This is an optimization exercise on Yosys and OpenROAD, whose aim is small area, a short achievable clock period and few clock cycles, not a production implementation. Only simulation tests tie the RTL to the original design; equivalence was not proved. No activity file was given, so power comes from the tool's default toggle rates.

==> design.v <==
module rbfc #(
    parameter integer CAP         = 64,    
    parameter integer WIN_LEN     = 8,     
    parameter integer FIFO_SIZE   = 256,   
    parameter integer OVF_OFFSET  = 255,   
    parameter integer TP_PERIOD   = 256,   
    parameter integer BP_W        = 12     
) (
    input  wire         clk,
    input  wire         rst,             
    input  wire         host_we,
    input  wire [11:0]  host_addr,
    input  wire [31:0]  host_wdata,
    output reg  [31:0]  host_rdata,
    output reg          hm_req,
    output reg          hm_we,
    output reg  [31:0]  hm_addr,
    output reg  [7:0]   hm_wdata,
    input  wire         hm_ready,
    input  wire [7:0]   hm_rdata,
    output reg          fr_req,
    output reg  [7:0]   fr_addr,
    input  wire         fr_ready,
    input  wire [7:0]   fr_rdata,
    input  wire [31:0]  up_ptr,
    input  wire [31:0]  up_avail,
    output reg          up_remove,
    output reg  [31:0]  up_remove_n,
    input  wire         notify,
    output reg          log_valid,
    output reg  [2:0]   log_kind,
    output reg  [3:0]   log_outcome,
    output reg  [7:0]   log_cause,
    output reg  [31:0]  log_cmd,
    output reg  [31:0]  log_head,
    output reg  [31:0]  log_used,
    output reg  [31:0]  log_cap,
    output reg  [7:0]   log_exp,
    output reg  [7:0]   log_obs,
    output reg  [63:0]  log_bp,
    output reg  [8*WIN_LEN-1:0] log_win
);
    localparam [7:0] OP_INIT    = 8'h01, OP_WRITE  = 8'h02, OP_READ  = 8'h03,
                     OP_FLUSH   = 8'h04, OP_SPAN   = 8'h05, OP_CLEAR = 8'h06,
                     OP_CAP     = 8'h08, OP_USED   = 8'h09, OP_FREE  = 8'h0A,
                     OP_EMPTY   = 8'h0B, OP_FULL   = 8'h0C, OP_DRAIN = 8'h10,
                     OP_PROCESS = 8'h18, OP_OSREAD = 8'h20, OP_LSTART = 8'h30,
                     OP_LRUN    = 8'h31;
    localparam [3:0] OUT_NONE = 4'd0, OUT_OVF = 4'd1, OUT_MM = 4'd2, OUT_GEN = 4'd3;
    localparam [7:0] C_BUFFER_OVERFLOW = 8'h01, C_VALIDATION_MISMATCH = 8'h02,
                     C_ILLEGAL = 8'h10, C_BUSY = 8'h11, C_NOT_INIT = 8'h12,
                     C_REINIT = 8'h14, C_SPAN_HAZARD = 8'h15,
                     C_FLUSH_EXCEEDS = 8'h16, C_ADDR_WRAP = 8'h17,
                     C_UPSTREAM = 8'h18, C_RESTART = 8'h19;
    localparam [2:0] LK_RUNNING = 3'd1, LK_THROUGHPUT = 3'd2, LK_OVERFLOW = 3'd3,
                     LK_MISMATCH = 3'd4, LK_FATAL = 3'd5;
    localparam [3:0] PH_IDLE      = 4'd0,
                     PH_TERM      = 4'd1,
                     PH_WRITE     = 4'd2,    
                     PH_READ      = 4'd3,    
                     PH_DCHECK    = 4'd4,    
                     PH_DCOPY     = 4'd5,    
                     PH_DREMOVE   = 4'd6,    
                     PH_DFLAG     = 4'd7,    
                     PH_WAIT      = 4'd8,    
                     PH_PROC      = 4'd9,    
                     PH_MMLOG     = 4'd10,   
                     PH_FATAL     = 4'd11,   
                     PH_OSREAD    = 4'd12;   
    localparam [32:0] CAP33 = CAP;
    reg [7:0]  store [0:CAP-1];
    reg [31:0] head, used;
    reg        init_done;
    reg        span_out;
    reg [31:0] span_off, span_len;
    reg [7:0]  expected;
    reg [7:0]  win [0:WIN_LEN-1];
    reg [31:0] win_count;
    reg [BP_W-1:0] bp;
    reg        diag_valid;
    reg [7:0]  diag_exp, diag_obs;
    reg [31:0] diag_head, diag_used, diag_cap;
    reg [BP_W-1:0] diag_bp;
    reg [7:0]  diag_win [0:WIN_LEN-1];
    reg [31:0] diag_win_count;
    reg        ovf_seen;
    reg        notify_pend;
    reg        mismatch_fatal;
    reg [31:0] watermark;
    reg        started, terminated, mismatch;
    reg [3:0]  outcome;
    reg [7:0]  cause;
    reg [31:0] fault_cmd;
    reg [31:0] arg, result;
    reg [3:0]  phase;
    reg        in_loop;       
    reg [31:0] cur_cmd;       
    reg [31:0] xfer_addr;     
    reg [31:0] xfer_n;        
    reg [31:0] xfer_k;        
    reg [31:0] proc_total;    
    reg [31:0] span_k;        
    reg        proc_fatal;    
    reg [3:0]  pend_outcome;  
    reg [7:0]  pend_cause;
    integer i;
    function [31:0] ring_add;   
        input [31:0] a, b;
        reg [32:0] s;
        begin
            s = {1'b0, a} + {1'b0, b};
            if (s >= CAP33) s = s - CAP33;
            ring_add = s[31:0];
        end
    endfunction
    function [31:0] min32;
        input [31:0] a, b;
        begin
            min32 = (a < b) ? a : b;
        end
    endfunction
    wire [31:0] free_bytes = CAP - used;
    wire [31:0] ins_idx    = ring_add(head, used);
    wire [31:0] span_l     = (used == 0) ? 32'd0 : min32(used, CAP - head);
    wire        busy       = (phase != PH_IDLE) && (phase != PH_TERM);
    wire        waiting    = (phase == PH_WAIT);
    wire [31:0] status = {8'd0, cause, outcome, 1'b0, notify_pend, terminated,
                          mismatch, started, span_out, ovf_seen,
                          (used == CAP), (used == 0), waiting, busy, init_done};
    wire        cmd_wr = host_we && (host_addr == 12'h000);
    wire [7:0]  c_opc  = host_wdata[31:24];
    wire [31:0] c_len  = {8'd0, host_wdata[23:0]};
    reg c_known, c_fmt_l, c_needs_init, c_mutates;
    always @(*) begin
        c_known = 1'b1; c_fmt_l = 1'b0; c_needs_init = 1'b1; c_mutates = 1'b0;
        case (c_opc)
            OP_INIT:    begin c_needs_init = 1'b0; c_mutates = 1'b1; end
            OP_WRITE:   begin c_fmt_l = 1'b1; c_mutates = 1'b1; end
            OP_READ:    begin c_fmt_l = 1'b1; c_mutates = 1'b1; end
            OP_FLUSH:   begin c_fmt_l = 1'b1; c_mutates = 1'b1; end
            OP_SPAN:    ;
            OP_CLEAR:   c_mutates = 1'b1;
            OP_CAP:     c_needs_init = 1'b0;
            OP_USED, OP_FREE, OP_EMPTY, OP_FULL: ;
            OP_DRAIN:   c_mutates = 1'b1;
            OP_PROCESS: c_mutates = 1'b1;
            OP_OSREAD:  c_needs_init = 1'b0;
            OP_LSTART:  c_needs_init = 1'b0;
            OP_LRUN:    c_mutates = 1'b1;
            default:    c_known = 1'b0;
        endcase
    end
    wire c_illegal = !c_known || (!c_fmt_l && (c_len != 0));
    function range_ok;
        input [31:0] a, n;
        reg [32:0] last;
        begin
            last = {1'b0, a} + {1'b0, n} - 33'd1;
            range_ok = (n == 0) || (last[32] == 1'b0);
        end
    endfunction
    always @(*) begin
        host_rdata = 32'd0;
        case (host_addr)
            12'h004: host_rdata = arg;
            12'h008: host_rdata = result;
            12'h00C: host_rdata = status;
            12'h010: host_rdata = CAP;
            12'h014: host_rdata = head;
            12'h018: host_rdata = used;
            12'h01C: host_rdata = span_off;
            12'h020: host_rdata = span_len;
            12'h024: host_rdata = {24'd0, expected};
            12'h028: host_rdata = {{(64-BP_W){1'b0}}, bp} & 64'hFFFFFFFF;
            12'h02C: host_rdata = ({{(64-BP_W){1'b0}}, bp} >> 32);
            12'h030: host_rdata = {31'd0, mismatch_fatal};
            12'h034: host_rdata = watermark;
            12'h038: host_rdata = {15'd0, diag_valid, diag_obs, diag_exp};
            12'h03C: host_rdata = diag_head;
            12'h040: host_rdata = diag_used;
            12'h044: host_rdata = diag_cap;
            12'h048: host_rdata = {{(64-BP_W){1'b0}}, diag_bp} & 64'hFFFFFFFF;
            12'h04C: host_rdata = ({{(64-BP_W){1'b0}}, diag_bp} >> 32);
            12'h050: host_rdata = win_count;
            12'h054: host_rdata = diag_win_count;
            12'h058: host_rdata = fault_cmd;
            default: begin
                for (i = 0; i < WIN_LEN; i = i + 1) begin
                    if (host_addr == 12'h100 + 4 * i) host_rdata = {24'd0, win[i]};
                    if (host_addr == 12'h200 + 4 * i) host_rdata = {24'd0, diag_win[i]};
                end
                for (i = 0; i < CAP; i = i + 1)
                    if (host_addr == 12'h400 + 4 * i) host_rdata = {24'd0, store[i]};
            end
        endcase
    end
    wire [7:0] head_byte = store[head[$clog2(CAP)-1:0]];
    always @(*) begin
        hm_req = 1'b0; hm_we = 1'b0; hm_addr = 32'd0; hm_wdata = 8'd0;
        fr_req = 1'b0; fr_addr = 8'd0;
        up_remove = 1'b0; up_remove_n = 32'd0;
        case (phase)
            PH_WRITE:  begin hm_req = 1'b1; hm_addr = xfer_addr; end
            PH_READ:   begin hm_req = 1'b1; hm_we = 1'b1; hm_addr = xfer_addr;
                             hm_wdata = head_byte; end
            PH_DCOPY:  begin fr_req = 1'b1; fr_addr = xfer_addr[7:0]; end
            PH_DFLAG,
            PH_OSREAD: begin fr_req = 1'b1; fr_addr = OVF_OFFSET; end
            PH_DREMOVE: begin up_remove = 1'b1; up_remove_n = xfer_n; end
            default: ;
        endcase
    end
    wire [31:0]     proc_idx  = ring_add(head, span_k);
    wire [7:0]      proc_b    = store[proc_idx[$clog2(CAP)-1:0]];
    wire [BP_W-1:0] bp_next   = bp + 1'b1;
    wire            proc_mm   = (proc_b != expected);
    wire            proc_last = (span_k + 1 == span_l);
    wire [32:0] up_end     = {1'b0, up_ptr} + {1'b0, up_avail};
    wire        up_bad     = (up_end > FIFO_SIZE) ||
                             ((up_ptr <= OVF_OFFSET) && (up_end > OVF_OFFSET));
    task log_fatal;
        input [3:0]  oc;
        input [7:0]  ca;
        input [31:0] cw;
        begin
            log_valid   <= 1'b1;
            log_kind    <= LK_FATAL;
            log_outcome <= oc;
            log_cause   <= ca;
            log_cmd     <= cw;
            log_head    <= head;
            log_used    <= used;
            log_cap     <= CAP;
            log_exp     <= expected;
            log_bp      <= {{(64-BP_W){1'b0}}, bp};
            for (i = 0; i < WIN_LEN; i = i + 1) log_win[8*i +: 8] <= win[i];
        end
    endtask
    task do_terminate;
        input [3:0]  oc;
        input [7:0]  ca;
        input [31:0] cw;
        begin
            outcome    <= oc;
            cause      <= ca;
            fault_cmd  <= cw;
            terminated <= 1'b1;
            phase      <= PH_TERM;
            in_loop    <= 1'b0;
            log_fatal(oc, ca, cw);
        end
    endtask
    always @(posedge clk) begin
        if (phase == PH_WRITE && hm_ready)
            store[ins_idx[$clog2(CAP)-1:0]] <= hm_rdata;
        if (phase == PH_DCOPY && fr_ready)
            store[ins_idx[$clog2(CAP)-1:0]] <= fr_rdata;
    end
    always @(posedge clk) begin
        if (rst) begin
            head <= 0; used <= 0; init_done <= 0;
            span_out <= 0; span_off <= 0; span_len <= 0;
            expected <= 8'd0;
            for (i = 0; i < WIN_LEN; i = i + 1) begin
                win[i] <= 8'd0; diag_win[i] <= 8'd0;
            end
            win_count <= 0; bp <= 0;
            diag_valid <= 0; diag_exp <= 0; diag_obs <= 0;
            diag_head <= 0; diag_used <= 0; diag_cap <= 0; diag_bp <= 0;
            diag_win_count <= 0;
            ovf_seen <= 0; notify_pend <= 0;
            mismatch_fatal <= 1'b0;
            watermark <= CAP;
            started <= 0; terminated <= 0; mismatch <= 0;
            outcome <= 0; cause <= 0; fault_cmd <= 0;
            arg <= 0; result <= 0;
            phase <= PH_IDLE; in_loop <= 0; cur_cmd <= 0;
            xfer_addr <= 0; xfer_n <= 0; xfer_k <= 0;
            proc_total <= 0; span_k <= 0; proc_fatal <= 0;
            pend_outcome <= 0; pend_cause <= 0;
            log_valid <= 0; log_kind <= 0; log_outcome <= 0; log_cause <= 0;
            log_cmd <= 0; log_head <= 0; log_used <= 0; log_cap <= 0;
            log_exp <= 0; log_obs <= 0; log_bp <= 0; log_win <= 0;
        end else begin
            log_valid <= 1'b0;
            if (phase == PH_WAIT && notify_pend)
                notify_pend <= notify;
            else if (notify)
                notify_pend <= 1'b1;
            if (host_we) begin
                case (host_addr)
                    12'h004: arg <= host_wdata;
                    12'h030: mismatch_fatal <= host_wdata[0];
                    12'h034: watermark <= min32(host_wdata, CAP);
                    default: ;
                endcase
            end
            if (cmd_wr && phase != PH_TERM) begin
                if (busy)
                    do_terminate(OUT_GEN, C_BUSY, host_wdata);
                else if (c_illegal)
                    do_terminate(OUT_GEN, C_ILLEGAL, host_wdata);
                else if (c_needs_init && !init_done)
                    do_terminate(OUT_GEN, C_NOT_INIT, host_wdata);
                else if (c_opc == OP_INIT && init_done)
                    do_terminate(OUT_GEN, C_REINIT, host_wdata);
                else if (c_mutates && c_opc != OP_FLUSH && span_out)
                    do_terminate(OUT_GEN, C_SPAN_HAZARD, host_wdata);
                else if (c_opc == OP_LSTART && started)
                    do_terminate(OUT_GEN, C_RESTART, host_wdata);
                else begin
                    cur_cmd <= host_wdata;
                    case (c_opc)
                        OP_INIT: begin
                            head <= 0; used <= 0;
                            span_out <= 0; span_off <= 0; span_len <= 0;
                            init_done <= 1'b1;
                            result <= 0;
                        end
                        OP_WRITE: begin
                            if (!range_ok(arg, min32(c_len, free_bytes)))
                                do_terminate(OUT_GEN, C_ADDR_WRAP, host_wdata);
                            else begin
                                xfer_n    <= min32(c_len, free_bytes);
                                xfer_k    <= 0;
                                xfer_addr <= arg;
                                if (min32(c_len, free_bytes) == 0) result <= 0;
                                else phase <= PH_WRITE;
                            end
                        end
                        OP_READ: begin
                            if (!range_ok(arg, min32(c_len, used)))
                                do_terminate(OUT_GEN, C_ADDR_WRAP, host_wdata);
                            else begin
                                xfer_n    <= min32(c_len, used);
                                xfer_k    <= 0;
                                xfer_addr <= arg;
                                if (min32(c_len, used) == 0) result <= 0;
                                else phase <= PH_READ;
                            end
                        end
                        OP_FLUSH: begin
                            if (span_out && c_len > span_len)
                                do_terminate(OUT_GEN, C_FLUSH_EXCEEDS, host_wdata);
                            else begin
                                if (min32(c_len, used) != 0) begin
                                    head <= ring_add(head, min32(c_len, used));
                                    used <= used - min32(c_len, used);
                                end
                                span_out <= 1'b0;
                                result   <= min32(c_len, used);
                            end
                        end
                        OP_SPAN: begin
                            span_off <= head;
                            span_len <= span_l;
                            span_out <= 1'b1;
                            result   <= span_l;
                        end
                        OP_CLEAR: begin
                            head <= 0; used <= 0; result <= 0;
                        end
                        OP_CAP:   result <= CAP;
                        OP_USED:  result <= used;
                        OP_FREE:  result <= free_bytes;
                        OP_EMPTY: result <= (used == 0) ? 32'd1 : 32'd0;
                        OP_FULL:  result <= (used == CAP) ? 32'd1 : 32'd0;
                        OP_DRAIN: begin
                            in_loop <= 1'b0;
                            if (used > watermark) result <= 0;
                            else phase <= PH_DCHECK;
                        end
                        OP_PROCESS: begin
                            in_loop    <= 1'b0;
                            mismatch   <= 1'b0;
                            proc_total <= 0;
                            span_k     <= 0;
                            phase      <= PH_PROC;
                        end
                        OP_OSREAD: phase <= PH_OSREAD;
                        OP_LSTART: begin
                            started <= 1'b1;
                            log_valid <= 1'b1; log_kind <= LK_RUNNING;
                            result <= 0;
                        end
                        OP_LRUN: begin
                            if (!started) begin
                                started <= 1'b1;
                                log_valid <= 1'b1; log_kind <= LK_RUNNING;
                            end
                            in_loop <= 1'b1;
                            phase   <= PH_DCHECK;
                        end
                        default: ;
                    endcase
                end
            end else begin
                case (phase)
                    PH_WRITE: if (hm_ready) begin
                        used      <= used + 1;
                        xfer_addr <= xfer_addr + 1;
                        xfer_k    <= xfer_k + 1;
                        if (xfer_k + 1 == xfer_n) begin
                            result <= xfer_n;
                            phase  <= PH_IDLE;
                        end
                    end
                    PH_READ: if (hm_ready) begin
                        head      <= ring_add(head, 1);
                        used      <= used - 1;
                        xfer_addr <= xfer_addr + 1;
                        xfer_k    <= xfer_k + 1;
                        if (xfer_k + 1 == xfer_n) begin
                            result <= xfer_n;
                            phase  <= PH_IDLE;
                        end
                    end
                    PH_DCHECK: begin
                        if (in_loop && used > watermark) begin
                            mismatch   <= 1'b0;
                            proc_total <= 0;
                            span_k     <= 0;
                            phase      <= PH_PROC;
                        end else if (up_avail != 0) begin
                            if (up_bad)
                                do_terminate(OUT_GEN, C_UPSTREAM, cur_cmd);
                            else begin
                                xfer_addr <= up_ptr;
                                xfer_n    <= min32(up_avail, free_bytes);
                                xfer_k    <= 0;
                                if (min32(up_avail, free_bytes) == 0) phase <= PH_DREMOVE;
                                else phase <= PH_DCOPY;
                            end
                        end else
                            phase <= PH_DFLAG;
                    end
                    PH_DCOPY: if (fr_ready) begin
                        used      <= used + 1;
                        xfer_addr <= xfer_addr + 1;
                        xfer_k    <= xfer_k + 1;
                        if (xfer_k + 1 == xfer_n) phase <= PH_DREMOVE;
                    end
                    PH_DREMOVE: begin
                        if (in_loop) begin
                            mismatch   <= 1'b0;
                            proc_total <= 0;
                            span_k     <= 0;
                            phase      <= PH_PROC;
                        end else begin
                            result <= xfer_n;
                            phase  <= PH_IDLE;
                        end
                    end
                    PH_DFLAG: if (fr_ready) begin
                        if (fr_rdata != 8'd0 && !ovf_seen) begin
                            ovf_seen  <= 1'b1;
                            log_valid <= 1'b1; log_kind <= LK_OVERFLOW;
                            log_head  <= head; log_used <= used; log_cap <= CAP;
                        end
                        if ((ovf_seen || fr_rdata != 8'd0) && used == 0) begin
                            pend_outcome <= OUT_OVF;
                            pend_cause   <= C_BUFFER_OVERFLOW;
                            phase        <= PH_FATAL;
                        end else if (used != 0) begin
                            if (in_loop) begin
                                mismatch   <= 1'b0;
                                proc_total <= 0;
                                span_k     <= 0;
                                phase      <= PH_PROC;
                            end else begin
                                result <= 0;
                                phase  <= PH_IDLE;
                            end
                        end else
                            phase <= PH_WAIT;
                    end
                    PH_WAIT: if (notify_pend) phase <= PH_DCHECK;
                    PH_OSREAD: if (fr_ready) begin
                        result <= {24'd0, fr_rdata};
                        phase  <= PH_IDLE;
                    end
                    PH_PROC: begin
                        if (span_l == 0) begin
                            if (in_loop) phase <= PH_DCHECK;
                            else begin
                                result <= proc_total;
                                phase  <= PH_IDLE;
                            end
                        end else begin
                            bp <= bp_next;
                            for (i = WIN_LEN - 1; i > 0; i = i - 1) win[i] <= win[i-1];
                            win[0] <= proc_b;
                            if (win_count < WIN_LEN) win_count <= win_count + 1;
                            if (bp_next % TP_PERIOD == 0) begin
                                log_valid <= 1'b1; log_kind <= LK_THROUGHPUT;
                                log_bp    <= {{(64-BP_W){1'b0}}, bp_next};
                            end
                            if (proc_mm) begin
                                diag_valid <= 1'b1;
                                diag_exp   <= expected;
                                diag_obs   <= proc_b;
                                diag_head  <= head;
                                diag_used  <= used;
                                diag_cap   <= CAP;
                                diag_bp    <= bp_next;
                                diag_win[0] <= proc_b;
                                for (i = 1; i < WIN_LEN; i = i + 1) diag_win[i] <= win[i-1];
                                diag_win_count <= (win_count < WIN_LEN) ? win_count + 1 : win_count;
                                expected   <= proc_b + 8'd1;
                                proc_fatal <= mismatch_fatal;
                            end else
                                expected   <= expected + 8'd1;
                            if (proc_mm || proc_last) begin
                                head       <= ring_add(head, span_k + 1);
                                used       <= used - (span_k + 1);
                                proc_total <= proc_total + span_k + 1;
                                span_k     <= 0;
                            end else
                                span_k     <= span_k + 1;
                            if (proc_mm) phase <= PH_MMLOG;
                        end
                    end
                    PH_MMLOG: begin
                        mismatch    <= 1'b1;
                        log_valid   <= 1'b1;
                        log_kind    <= LK_MISMATCH;
                        log_exp     <= diag_exp;
                        log_obs     <= diag_obs;
                        log_head    <= diag_head;
                        log_used    <= diag_used;
                        log_cap     <= diag_cap;
                        log_bp      <= {{(64-BP_W){1'b0}}, diag_bp};
                        for (i = 0; i < WIN_LEN; i = i + 1) log_win[8*i +: 8] <= diag_win[i];
                        if (proc_fatal) begin
                            pend_outcome <= OUT_MM;
                            pend_cause   <= C_VALIDATION_MISMATCH;
                            phase        <= PH_FATAL;
                        end else if (in_loop)
                            phase <= PH_DCHECK;
                        else begin
                            result <= proc_total;
                            phase  <= PH_IDLE;
                        end
                    end
                    PH_FATAL: do_terminate(pend_outcome, pend_cause, cur_cmd);
                    default: ;
                endcase
            end
        end
    end
endmodule
==> run.sh <==
#!/bin/bash
# synth_recipe.tcl (not shown) runs the flow's synth.tcl, then flattens the netlist and writes it again
# the make line also repeats each setting of config.mk as NAME=value (left out here)
make -C /OpenROAD-flow-scripts/flow DESIGN_CONFIG=/design/flow/config.mk WORK_HOME=/design/flow/orfs CLKGATE_MAP_FILE= SYNTH_SCRIPT=/design/flow/synth_recipe.tcl finish
==> config.mk <==
export PLATFORM = sky130hd
export DESIGN_NAME = rbfc
export DESIGN_NICKNAME = rbfc
export VERILOG_FILES = /design/flow/design.v
export SDC_FILE = /design/flow/constraint.sdc
export NUM_CORES = 4
export LEC_CHECK = 0
export CAP_MARGIN = 20
export CORE_MARGIN = 2
export CORE_UTILIZATION = 30
export PLACE_DENSITY = 0.38
export SLEW_MARGIN = 20
==> constraint.sdc <==
create_clock -name core_clock -period 12.0 [get_ports {clk}]
set_input_delay 2.4000 -clock core_clock [delete_from_list [all_inputs] [get_ports {clk}]]
set_output_delay 2.4000 -clock core_clock [all_outputs]
set_load 0.01 [all_outputs]
==> results.txt <==
- At the worst endpoint, the required time is approximately 9.6 ns.
- The share of layout cells above drive strength 1 is between 10% and 20%.
- The max capacitance violation total is 0.
- Counting along the longest clock path gives a buffer depth of 4.
- Setup violations remaining at the end of the flow were counted as 0.
- STA classifies the critical path startpoint as an input port.
- The startpoint identified for the worst hold timing path is cur_cmd[17].
- The layout overhead on the synthesized area is 17.9%.
- The number of global-route vias before repair is 90300.
- The clock network latency to the later pin of the worst-skew pair is 0.94 ns.
- Across the routed clock network, the largest skew measured is roughly 0.11 ns.
- The number of antenna violations at the first check in global routing is 53.
- The post-synthesis cell type with the largest combined area is dfxtp_1.
- The mapped netlist covers 0.0968 mm2.
- The row count is ~210.
- Buffers inserted to repair hold after CTS numbered 0.
- The die height is around 570 um.
- The setup total negative slack is 0 ns.
- Setup repair after global routing left no endpoint under its margin.
- The largest net degree at the start of global routing is about 180.
- Subtracting the final worst setup slack from the clock period gives roughly 11 ns.
- Summed over its instances, the top area cell type makes up roughly 19% of the synthesized netlist area.
- The first routing iteration left between 10000 and 15000 violations.
- The detailed router placed 97600 vias in this run.
- The die covers 0.327 mm2.
- Once layout is complete, the utilization of the core stands at 35.6%.
- The slowest stage of the critical path is the or4b_2 cell.
- The endpoint class of the critical path is an output pin.
- The routed wire length per instance is around 37 um.
- Headroom to the max-slew limit came out at between 10% and 20%.
- In this run the worst setup path begins at host_addr[5].
- Counting flops with an async set or reset pin after synthesis yields a share of 0%.
- Before antenna repair, the detailed router went through 9 iterations.
- The register bit count reported by yosys is between 1000 and 1500.
- Clock tree synthesis found a total of between 1000 and 1500 sinks.
- The final-report max-slew violation count is 0.
- Dividing total power by cell area gives a power density of 189 mW/mm2.
- The count of instances resized after the clock tree is built is 0.
- Measured along the x axis, the die boundary spans roughly 570 um.
- The mean area per synthesized cell is 8.74 um2.
- The number of clock buffers inserted by TritonCTS is approximately 190.
- The worst path uses about nine tenths of the clock period.
- The finished layout holds between 15000 and 20000 standard cells, fillers aside.
- The post-detailed-placement half-perimeter wirelength is 447000 um.
- The residual DRC count is 0.
- The core region is between 0.3 and 0.4 mm2.
- The synthesized netlist contains 93 unique library cells.
- The buffering stage count on the worst path with inverters included is 3.
- The most numerous cell on the critical path is a21oi_1.
- The detail route stage leaves a number of antenna-violating nets equal to 0.
- The clock slew seen by the registers of the worst setup and hold paths is around 0.050 ns.
- For this configuration, the core starts out at a cell density of 30.2%.
- The number of enable-type register cells in the synthesized netlist is 512.
- The leakage power is approximately 41 nW.
- Walking the worst path, the cells encountered are clkdlybuf4s50_1 > or4b_2 > nor3_1 > a22oi_1 > nand4_1 > a211oi_1 > o31ai_1 > o221ai_1 > a21oi_1 > o22ai_1 > a21oi_1 > o21ai_0 > a2111oi_1 > clkdlybuf4s18_2 > or3_1 > buf_4.
- The worst hold-check path type is flop to flop.
- The critical path arrival is ~8.6 ns.
- The first-pass GRT wire length is 790000 um.
- Synthesis handed over a netlist of between 10000 and 15000 instances.
- After routing the design area is between 0.1 and 0.15 mm2.
- The worst IR drop on VDD is ~0.00018 V.
- Among all flip-flop cells after synthesis, the most frequent one is dfxtp_1.
- Across every metal layer, demand over resource in global routing totals a little over a third.
- The critical path's largest stage delay is approximately 1.1 ns.
- The critical path is of the input port to output pin type.
- After clock tree synthesis, the setup repair step added 0 buffers.
- The detailed-route vias per instance is slightly above 6.
- The overall overflow remaining after global route is 0.
- The flow ran to the end and the layout has no timing, DRC or antenna violations.
- Routability-driven placement finished with a final weighted congestion of between 0.9 and 1.
- The post-detailed-routing wire length is around 600000 um.
- At the pin with the least slew margin, the transition time is around 1.2 ns.
- In this run the count of I/O pins placed on the die edge is about 530.
- The cell family with the largest share of critical-path delay is simple AND/OR/NAND/NOR gates.
- After synthesis, the cell types taking the most area are dfxtp_1 19%, edfxtp_1 16%, mux4_2 7.6%, ha_1 6.4%, nand2_1 6.0%.
- The post-placement cell count is approximately 16000.
- The highest clock rate is about 90 MHz.
- The startpoint of the worst register-to-register path is used[11].
- In this run the clock root is driven by a clkbuf_16.
- Summing the sequential cell areas from Yosys gives between 30% and 40% of the chip area.
- The count of synthesis-stage warnings from yosys is 3.
- After detailed placement, the total cell area comes to 0.108 mm2.
- The net count reported at finish is between 10000 and 15000.
- The top fanout value on the critical path is 16.
- TritonCTS built the clock tree.
- CTS built an H-tree with a depth of 4.
- Input and output buffers added on the ports amount to between 400 and 500.
- The number of hold-slack violations in the final timing report is 0.
-- cell type report --
type | instances | area [um2]
well taps | 4305 | 5390
clock buffers | 253 | 5330
clock inverters | 89 | 1140
multi-input cells | 8504 | 58700
inverters | 380 | 1430
diodes | 32 | 80.1
repair buffers | 885 | 8030
fillers | 33100 | 207000
flip-flops and latches | 1447 | 34100
-- registers in the layout (all words and copies together) (netlist names), 64 cells and up, named ones only --
register / cells
log_win: 64
win: 64
store: 512
diag_win: 64
-- logic make-up (layout without fill, tap and decap cells) --
kind of cell | after synthesis | count (layout) | synth area share (%)
AOI/OAI and AO/OA | 2921 | 2921 | 20.6
xor gates and xnor gates | 436 | 436 | 3.95
adders and majority gates | 503 | 503 | 6.56
buffers and inverters | 1243 | 1607 | 5.22
DFF | 1447 | 1447 | 35.2
muxes | 533 | 533 | 9.77
other | 2 | 144 | 0.00776
and+or+nand+nor | 3999 | 3999 | 18.7
-- worst min-delay path, stage by stage, from the launching register on --
cell and delay, ns:
dfxtp_1 0.30, nand2_1 0.05, a21oi_1 0.05
-- path summary, 6_finish.rpt --
path                    to  cells past startpoint  slack (ns)
max reg2reg   log_head[26]                     33        2.19
min            cur_cmd[17]                      2        0.45
max          host_rdata[1]                     16        1.02
min reg2reg    cur_cmd[17]                      2        0.45
-- cell usage in the layout, fill, tap and decap left out, types with 176 or more instances in the layout --
cell type and n:
a311oi_1 222, a21oi_1 803, a22oi_1 198, inv_1 378, mux2i_1 176, nand3_1 247
mux4_2 328, o21ai_0 436, buf_4 418, xnor2_1 268, dfxtp_1 931, clkbuf_16 192
nand2_1 1546, clkdlybuf4s50_1 442, nor2_1 1100, ha_1 494, nor3_1 226, edfxtp_1 512
-- Yosys cell counts, types with 153 or more instances --
master    number
inv_1        378
dfxtp_1      935
xor2_1       163
a22oi_1      198
a211oi_1     169
o21ai_0      439
a311oi_1     222
clkbuf_1     670
nand4_1      153
nor3_1       234
edfxtp_1     512
mux4_2       328
xnor2_1      272
nand3_1      248
a21oi_1      809
nor2_1      1123
mux2i_1      186
ha_1         495
nand2_1     1548
-- metrics by stage --
step	setup slack [ns]	hold slack (ns)	total power (W)
2_1_floorplan	3.05	0.432	0.0110
3_3_place_gp	0.501	0.439	0.0152
5_1_grt	0.963	0.465	0.0223
4_1_cts	1.16	0.451	0.0214
3_5_place_dp	1.17	0.443	0.0152
6_report	1.02	0.452	0.0215
-- layer usage --
layer  up-vias  track usage (%)  part of all wire [%]
li1      42000                -                     -
met4        20             22.3                   7.4
met1     49100             43.9                    40
met5         -                0                 0.064
met3      1093             5.85                   7.7
met2      5385             55.0                    45
-- report_power, final --
group	switching [W]	leakage (nW)	total (W)	internal, W
combinational	0.00619	25.4	0.00944	0.00325
clock	0.00249	3.19	0.00611	0.00362
sequential	0.000574	12.2	0.00599	0.00541
total	0.00925	40.8	0.0215	0.0123
Testbench counts, summed over its fixed seeds: cycles 102,631.

==> separate check: timing with driven ports <==
The flow's constraints put no driver on any port. The routed layout listed below was extracted and timed again, unchanged, in two steps.
Step 1 (the two cells are an assumption about what drives the block):
set clk [get_ports {clk}]
set_driving_cell -lib_cell sky130_fd_sc_hd__clkbuf_16 $clk
set_driving_cell -lib_cell sky130_fd_sc_hd__buf_2 [delete_from_list [all_inputs] $clk]
Step 2 adds t to the input delays and takes it off the output delays; t is the mean of the earliest and latest rising clock arrival at the registers after step 1. Input paths then give back, and output paths get back, about the clock's delay inside the block.
Three values: ideal ports, drivers, drivers and shift; two values: the first two.
t (ns): 0.994
setup WS [ns]: 1.020 / 0.992 / 0.953
cell pins on the clock port's net: 1
After both steps this run still meets setup and hold. The setup slack of this run moves by -0.028 ns with the drivers and by -0.067 ns with both steps.
